Context: an optimization exercise on an open-source flow, tuned for small area, a short achievable clock period and few clock cycles. The choices shown serve that exercise and are no tape-out recipe. The RTL was checked by simulation tests, not by an equivalence proof against the original design. Power figures rest on the tool's default switching activity, not on a simulated workload.

==> flow/design.v <==
module sbl_scanner #(
    parameter N_CELLS        = 36,
    parameter FLASH1_PERIOD  = 3,
    parameter FLASH2_PERIOD  = 1,
    parameter HOLD_THRESHOLD = 10,
    parameter SPI_MODE       = 0,
    parameter NB             = (N_CELLS + 7) / 8
) (
    input  wire            clk,
    input  wire            rst,
    input  wire            cmd_valid,
    output wire            cmd_ready,
    input  wire [63:0]     cmd_data,
    output wire            rsp_valid,
    input  wire            rsp_ready,
    output wire [63:0]     rsp_data,
    output wire            xfer_req,
    output wire [NB*8-1:0] xfer_out,
    input  wire            xfer_ack,
    input  wire            xfer_ok,
    input  wire [NB*8-1:0] xfer_in,
    input  wire [7:0]      xfer_reason
);
    localparam N = N_CELLS;
    localparam [3:0] K_DONE = 4'h0, K_SNAP = 4'h1, K_EIDX = 4'h8,
                     K_EXFR = 4'h9, K_EILL = 4'hB;
    reg [2*N-1:0]  st;      
    reg [N-1:0]    lamp;    
    reg [N-1:0]    tx_q;    
    reg [N-1:0]    tgl;     
    reg [N-1:0]    nch;     
    reg [N-1:0]    nho;     
    reg [N-1:0]    hep;     
    reg [N-1:0]    lsp;     
    reg [16*N-1:0] cnt;     
    reg [31:0]     sc;      
    reg [1:0]      sc_m3;   
    reg        rdy_q;       
    reg        vld_q;       
    reg        last_q;      
    reg        req_q;       
    reg        dec_q;       
    reg        get_q;       
    reg        set_q;       
    reg        com_q;       
    reg        rst_q;       
    reg [63:0] rsp_q;
    reg [7:0]  cb_q;
    reg [15:0] cn_q;
    reg [N-1:0] msk;        
    reg         cdn;        
    reg [N-1:0] oh;         
    reg         any;        
    reg [N-1:0] prs;        
    reg        ok_q;
    reg [6:0]  k_q;
    assign cmd_ready = rdy_q;
    assign rsp_valid = vld_q;
    assign rsp_data  = {rsp_q[63:8], 4'd0, rsp_q[3:0]};
    assign xfer_req  = req_q;
    wire [NB*8-1:0] tx = {{(NB*8-N){1'b0}}, tx_q};
    wire [NB*8-1:0] rx_bytes;
    genvar gj, gk;
    generate
        for (gj = 0; gj < NB; gj = gj + 1) begin : g_rev
            for (gk = 0; gk < 8; gk = gk + 1) begin : g_bit
                assign xfer_out[8*gj + 7 - gk] = tx[8*gj + gk];
                assign rx_bytes[8*gj + gk]     = xfer_in[8*gj + 7 - gk];
            end
        end
    endgenerate
    wire [N-1:0] prs_in = ~rx_bytes[N-1:0];
    wire [3:0]  opc     = cmd_data[3:0];
    wire [15:0] c_pos   = cmd_data[31:16];
    wire        rsv_bad = (cmd_data[7:4] != 4'd0) || (cmd_data[63:48] != 16'd0);
    wire        c_set   = !rsv_bad && (opc == 4'h1);
    wire        c_get   = !rsv_bad && (opc == 4'h2) && (cmd_data[15:8] == 8'd0) &&
                          (cmd_data[47:32] == 16'd0);
    wire        c_run   = (cmd_data == 64'h3);
    wire        pos_ok  = (c_pos < N);
    wire        c_sg    = c_set | c_get;
    wire [63:0] simple_w = {32'd0, (c_sg && !pos_ok) ? c_pos : 16'd0, 12'd0,
                            c_sg ? (pos_ok ? K_DONE : K_EIDX) : K_EILL};
    wire [N-1:0] pos_oh;
    genvar gi;
    generate
        for (gi = 0; gi < N; gi = gi + 1) begin : g_pos
            assign pos_oh[gi] = (c_pos == gi);
        end
    endgenerate
    wire f1tog = (sc_m3 == 2'd0);
    wire [N-1:0]    enc;         
    wire [N-1:0]    ge10;        
    wire [N-1:0]    ev_in;       
    wire [N-1:0]    chg_ev, hold_ev, is_down;
    wire [16*N-1:0] sum;         
    wire [N-1:0]    sat;         
    generate
        for (gi = 0; gi < N; gi = gi + 1) begin : g_cell
            wire [1:0]  s = st[2*gi +: 2];
            wire [15:0] c = cnt[16*gi +: 16];
            assign enc[gi] = (s == 2'd0) ? 1'b0 :
                             (s == 2'd1) ? 1'b1 :
                             (s == 2'd2) ? (lamp[gi] ^ f1tog) : ~lamp[gi];
            assign ge10[gi] = (c >= HOLD_THRESHOLD);
            assign ev_in[gi]     = (nch[gi] & (prs_in[gi] ^ lsp[gi])) |
                                   (nho[gi] & prs_in[gi] & ge10[gi]);
            assign chg_ev[gi]    = nch[gi] & (prs[gi] ^ lsp[gi]);
            assign hold_ev[gi]   = nho[gi] & prs[gi] & ge10[gi];
            assign is_down[gi]   = prs[gi] & ~lsp[gi];
            wire       cin = 1'b1;
            wire [3:0] a;
            wire [3:0] k;
            wire [15:0] cy;
            genvar gg, gb;
            for (gg = 0; gg < 4; gg = gg + 1) begin : g_grp
                assign a[gg] = &c[4*gg +: 4];
                if (gg == 0) begin : g_k0
                    assign k[gg] = cin;
                end else begin : g_kn
                    assign k[gg] = k[gg-1] & a[gg-1];
                end
                for (gb = 0; gb < 4; gb = gb + 1) begin : g_b
                    if (gb == 0) begin : g_c0
                        assign cy[4*gg] = k[gg];
                    end else begin : g_cn
                        assign cy[4*gg+gb] = cy[4*gg+gb-1] & c[4*gg+gb-1];
                    end
                end
            end
            assign sum[16*gi +: 16] = c ^ cy;
            assign sat[gi] = k[3] & a[3];
        end
    endgenerate
    wire [N-1:0] both = oh & chg_ev & hold_ev;
    wire         stay = (|both) & ~cdn;
    wire [N-1:0] pend = req_q ? ev_in : ((chg_ev | hold_ev) & ~msk & ~oh);
    reg  [N-1:0] below;
    integer i, b;
    always @(*) begin
        below[0] = 1'b0;
        for (i = 1; i < N; i = i + 1)
            below[i] = below[i-1] | pend[i-1];
    end
    wire [N-1:0] oh_n  = pend & ~below;
    wire         any_n = |pend;
    reg [15:0] s_cnt;
    reg [1:0]  s_st;
    reg        s_prs, s_lamp, s_tgl, s_nch, s_nho, s_hep, s_lsp, s_chg;
    reg [5:0]  s_pos;
    always @(*) begin
        s_cnt = 16'd0; s_prs = 1'b0; s_st = 2'd0; s_lamp = 1'b0; s_tgl = 1'b0; s_nch = 1'b0;
        s_nho = 1'b0; s_hep = 1'b0; s_lsp = 1'b0; s_chg = 1'b0; s_pos = 6'd0;
        for (i = 0; i < N; i = i + 1) begin
            s_cnt  = s_cnt  | ({16{oh[i]}} & cnt[16*i +: 16]);
            s_prs  = s_prs  | (oh[i] & prs[i]);
            s_st   = s_st   | ({2{oh[i]}} & st[2*i +: 2]);
            s_lamp = s_lamp | (oh[i] & lamp[i]);
            s_tgl  = s_tgl  | (oh[i] & tgl[i]);
            s_nch  = s_nch  | (oh[i] & nch[i]);
            s_nho  = s_nho  | (oh[i] & nho[i]);
            s_hep  = s_hep  | (oh[i] & hep[i]);
            s_lsp  = s_lsp  | (oh[i] & lsp[i]);
            s_chg  = s_chg  | (oh[i] & chg_ev[i]);
            s_pos  = s_pos  | ({6{oh[i]}} & i[5:0]);
        end
    end
    wire        w_hep  = get_q ? s_hep : ~(s_chg & ~cdn);
    wire [15:0] s_inc  = (&s_cnt) ? s_cnt : s_cnt + 16'd1;
    wire [15:0] w_cnt  = get_q ? s_cnt : (s_inc & {16{s_prs}});
    wire [63:0] snap_w = {16'd0, w_cnt, 10'd0, s_pos,
                          s_lsp, w_hep, s_nho, s_nch, s_tgl, s_lamp, s_st, 4'd0, K_SNAP};
    wire [63:0] done_w = {sc, 9'd0, k_q, 12'd0, K_DONE};
    wire [63:0] dec_w  = (any | get_q) ? snap_w : done_w;
    wire        dec_last = get_q | !ok_q | !any;
    wire ld     = !vld_q | rsp_ready;
    wire dec_ld = (dec_q & ld) | get_q;
    wire take   = vld_q & rsp_ready;
    wire accept = rdy_q & cmd_valid;
    wire [7:0]  wcb = rst_q ? 8'd0  : cb_q;
    wire [15:0] wcn = rst_q ? 16'd0 : cn_q;
    always @(posedge clk) begin
        for (i = 0; i < N; i = i + 1) begin
            if (rst_q || (set_q && oh[i])) begin
                st[2*i +: 2]    <= wcb[1:0];
                tgl[i]          <= wcb[3];
                nch[i]          <= wcb[4];
                nho[i]          <= wcb[5];
                hep[i]          <= wcb[6];
                lsp[i]          <= wcb[7];
                cnt[16*i +: 16] <= wcn;
            end else if (com_q) begin
                if (!(prs[i] && sat[i]))
                    cnt[16*i +: 16] <= sum[16*i +: 16] & {16{prs[i]}};
                hep[i] <= hold_ev[i] ? 1'b1 : (chg_ev[i] ? 1'b0 : hep[i]);
                if (tgl[i] && is_down[i])
                    st[2*i +: 2] <= (st[2*i +: 2] == 2'd0) ? 2'd1 : 2'd0;
                lsp[i] <= prs[i];
            end
        end
    end
    always @(posedge clk) begin
        if (rdy_q) begin
            tx_q  <= enc;
            rsp_q <= simple_w;
            cb_q  <= cmd_data[15:8];
            cn_q  <= cmd_data[47:32];
            oh    <= pos_oh;
        end else if (req_q) begin
            prs   <= prs_in;
            ok_q  <= xfer_ok;
            rsp_q <= {48'd0, xfer_reason, 4'd0, K_EXFR};
            msk   <= {N{1'b0}};
            cdn   <= 1'b0;
            oh    <= oh_n;
            any   <= any_n;
            k_q   <= 7'd0;
        end else if (dec_ld) begin
            if (!dec_q || ok_q)
                rsp_q <= dec_w;
            if (dec_q && ok_q && any) begin
                if (stay) begin
                    cdn <= 1'b1;
                end else begin
                    cdn <= 1'b0;
                    msk <= msk | oh;
                    oh  <= oh_n;
                    any <= any_n;
                end
                k_q <= k_q + 7'd1;
            end
        end
        rst_q <= rst;
        if (rst_q) begin
            rsp_q <= 64'd0;
            tx_q  <= {N{1'b0}};
            lamp  <= {N{1'b0}};
            sc    <= 32'd0;
            sc_m3 <= 2'd0;
        end else begin
            if (req_q)
                lamp <= tx_q;
            if (com_q) begin
                sc    <= sc + 32'd1;
                sc_m3 <= (&sc || sc_m3 == 2'd2) ? 2'd0 : sc_m3 + 2'd1;
            end
        end
        if (rst) begin
            rdy_q <= 1'b0;
            vld_q <= 1'b0;
            last_q <= 1'b0;
            req_q <= 1'b0;
            dec_q <= 1'b0;
            get_q <= 1'b0;
            set_q <= 1'b0;
            com_q <= 1'b0;
        end else if (rst_q) begin
            rdy_q <= 1'b1;
        end else begin
            set_q <= 1'b0;
            get_q <= 1'b0;
            com_q <= 1'b0;
            if (take) begin
                vld_q <= 1'b0;
                if (last_q) begin
                    last_q <= 1'b0;
                    rdy_q  <= 1'b1;
                end
            end
            if (accept) begin
                rdy_q <= 1'b0;
                if (c_run) begin
                    req_q <= 1'b1;
                end else if (c_get && pos_ok) begin
                    get_q <= 1'b1;
                end else begin
                    vld_q  <= 1'b1;
                    last_q <= 1'b1;
                    set_q  <= c_set && pos_ok;
                end
            end
            if (req_q && xfer_ack) begin
                req_q <= 1'b0;
                dec_q <= 1'b1;
            end
            if (dec_ld) begin
                vld_q  <= 1'b1;
                last_q <= dec_last;
                if (dec_q && dec_last) begin
                    dec_q <= 1'b0;
                    com_q <= ok_q;
                end
            end
        end
    end
endmodule
clock: 12.0 ns
lec_check: 0
cap_margin: 20
core_margin: 2
core_utilization: 40
place_density: 0.5
slew_margin: 20
standard.sh (not shown) runs the stock make flow with config.mk's settings and CLKGATE_MAP_FILE= SYNTH_SCRIPT=/design/flow/synth_recipe.tcl, a recipe that flattens the netlist after the stock synthesis.
==> flow/flow/run.sh <==
#!/bin/bash
# Standard ORFS layout, with repair_timing asked to leave a setup margin so
# that the optimiser keeps working on timing below the 12 ns clock.
set -euo pipefail
bash standard.sh SETUP_SLACK_MARGIN=8.2 finish > standard_flow.log 2>&1
Testbench counts at the start, summed over its fixed seeds: cycles 23,183.
Edit:
--- a/flow/design.v
+++ b/flow/design.v
@@ -107,9 +107,9 @@
                                    (nho[gi] & prs_in[gi] & ge10[gi]);
             assign chg_ev[gi]    = nch[gi] & (prs[gi] ^ lsp[gi]);
             assign hold_ev[gi]   = nho[gi] & prs[gi] & ge10[gi];
             assign is_down[gi]   = prs[gi] & ~lsp[gi];
-            wire       cin = 1'b1;
+            wire       cin = prs[gi];
             wire [3:0] a;
             wire [3:0] k;
             wire [15:0] cy;
             genvar gg, gb;
@@ -145,15 +145,16 @@
     wire [N-1:0] oh_n  = pend & ~below;
     wire         any_n = |pend;
     reg [15:0] s_cnt;
     reg [1:0]  s_st;
-    reg        s_prs, s_lamp, s_tgl, s_nch, s_nho, s_hep, s_lsp, s_chg;
+    reg        s_prs, s_sat, s_lamp, s_tgl, s_nch, s_nho, s_hep, s_lsp, s_chg;
     reg [5:0]  s_pos;
     always @(*) begin
-        s_cnt = 16'd0; s_prs = 1'b0; s_st = 2'd0; s_lamp = 1'b0; s_tgl = 1'b0; s_nch = 1'b0;
+        s_cnt = 16'd0; s_prs = 1'b0; s_sat = 1'b0; s_st = 2'd0; s_lamp = 1'b0; s_tgl = 1'b0; s_nch = 1'b0;
         s_nho = 1'b0; s_hep = 1'b0; s_lsp = 1'b0; s_chg = 1'b0; s_pos = 6'd0;
         for (i = 0; i < N; i = i + 1) begin
-            s_cnt  = s_cnt  | ({16{oh[i]}} & cnt[16*i +: 16]);
+            s_cnt  = s_cnt  | ({16{oh[i]}} & sum[16*i +: 16]);
+            s_sat  = s_sat  | (oh[i] & sat[i]);
             s_prs  = s_prs  | (oh[i] & prs[i]);
             s_st   = s_st   | ({2{oh[i]}} & st[2*i +: 2]);
             s_lamp = s_lamp | (oh[i] & lamp[i]);
             s_tgl  = s_tgl  | (oh[i] & tgl[i]);
@@ -165,10 +166,9 @@
             s_pos  = s_pos  | ({6{oh[i]}} & i[5:0]);
         end
     end
     wire        w_hep  = get_q ? s_hep : ~(s_chg & ~cdn);
-    wire [15:0] s_inc  = (&s_cnt) ? s_cnt : s_cnt + 16'd1;
-    wire [15:0] w_cnt  = get_q ? s_cnt : (s_inc & {16{s_prs}});
+    wire [15:0] w_cnt  = (s_cnt | {16{s_sat}}) & {16{s_prs | get_q}};
     wire [63:0] snap_w = {16'd0, w_cnt, 10'd0, s_pos,
                           s_lsp, w_hep, s_nho, s_nch, s_tgl, s_lamp, s_st, 4'd0, K_SNAP};
     wire [63:0] done_w = {sc, 9'd0, k_q, 12'd0, K_DONE};
     wire [63:0] dec_w  = (any | get_q) ? snap_w : done_w;
@@ -201,8 +201,9 @@
     end
     always @(posedge clk) begin
         if (rdy_q) begin
             tx_q  <= enc;
+            prs   <= {N{1'b0}};
             rsp_q <= simple_w;
             cb_q  <= cmd_data[15:8];
             cn_q  <= cmd_data[47:32];
             oh    <= pos_oh;
@@ -233,8 +234,13 @@
         rst_q <= rst;
         if (rst_q) begin
             rsp_q <= 64'd0;
             tx_q  <= {N{1'b0}};
+            oh    <= {N{1'b0}};
+            msk   <= {N{1'b0}};
+            prs   <= {N{1'b0}};
+            any   <= 1'b0;
+            cdn   <= 1'b0;
             lamp  <= {N{1'b0}};
             sc    <= 32'd0;
             sc_m3 <= 2'd0;
         end else begin
Via count went up by 8.0%.
Cell area went up by 3.0%.
Register-to-register slack is worse by 0.07 ns.
Wire length went up by 18%.
Utilization went down by 0.34 points.
Total power went up by 3.6%.
Synthesized area went up by 3.1%.
Fmax went down by 1.7%.
Testbench counts after the change, summed over its fixed seeds: cycles 23,183.

afterwards: timing with drivers on the ports:
How much do the figures lean on ideal ports? The routed layouts below were timed once more, with nothing changed but the port constraints.
Step 1 sets driving cells, clkbuf_16 on the clock port and buf_2 on the other inputs (assumed; they add their load-dependent delay and slew).
Step 2 adds t to the input delays and takes it off the output delays; t is the mean of the earliest and latest rising clock arrival at the registers after step 1. Input paths then give back, and output paths get back, about the clock's delay inside the block.
Slacks: ideal / step 1 / step 2; pairs: ideal / step 1.
| run | shift t [ns] | slack for setup (ns) | hold slack, ns | worst register clock-pin slew, ns |
|---|---|---|---|---|
| the first run | 0.877 | 8.024 / 8.029 / 7.179 | 0.448 / 0.448 / 0.448 | 0.06 / 0.06 |
| the second run | 0.944 | 7.955 / 7.955 / 7.198 | 0.454 / 0.454 / 0.454 | 0.07 / 0.07 |
After both steps setup and hold are still met in every run listed. The setup slack of the first run, which loses most, moves by +0.005 ns with the drivers and by -0.845 ns with both steps.
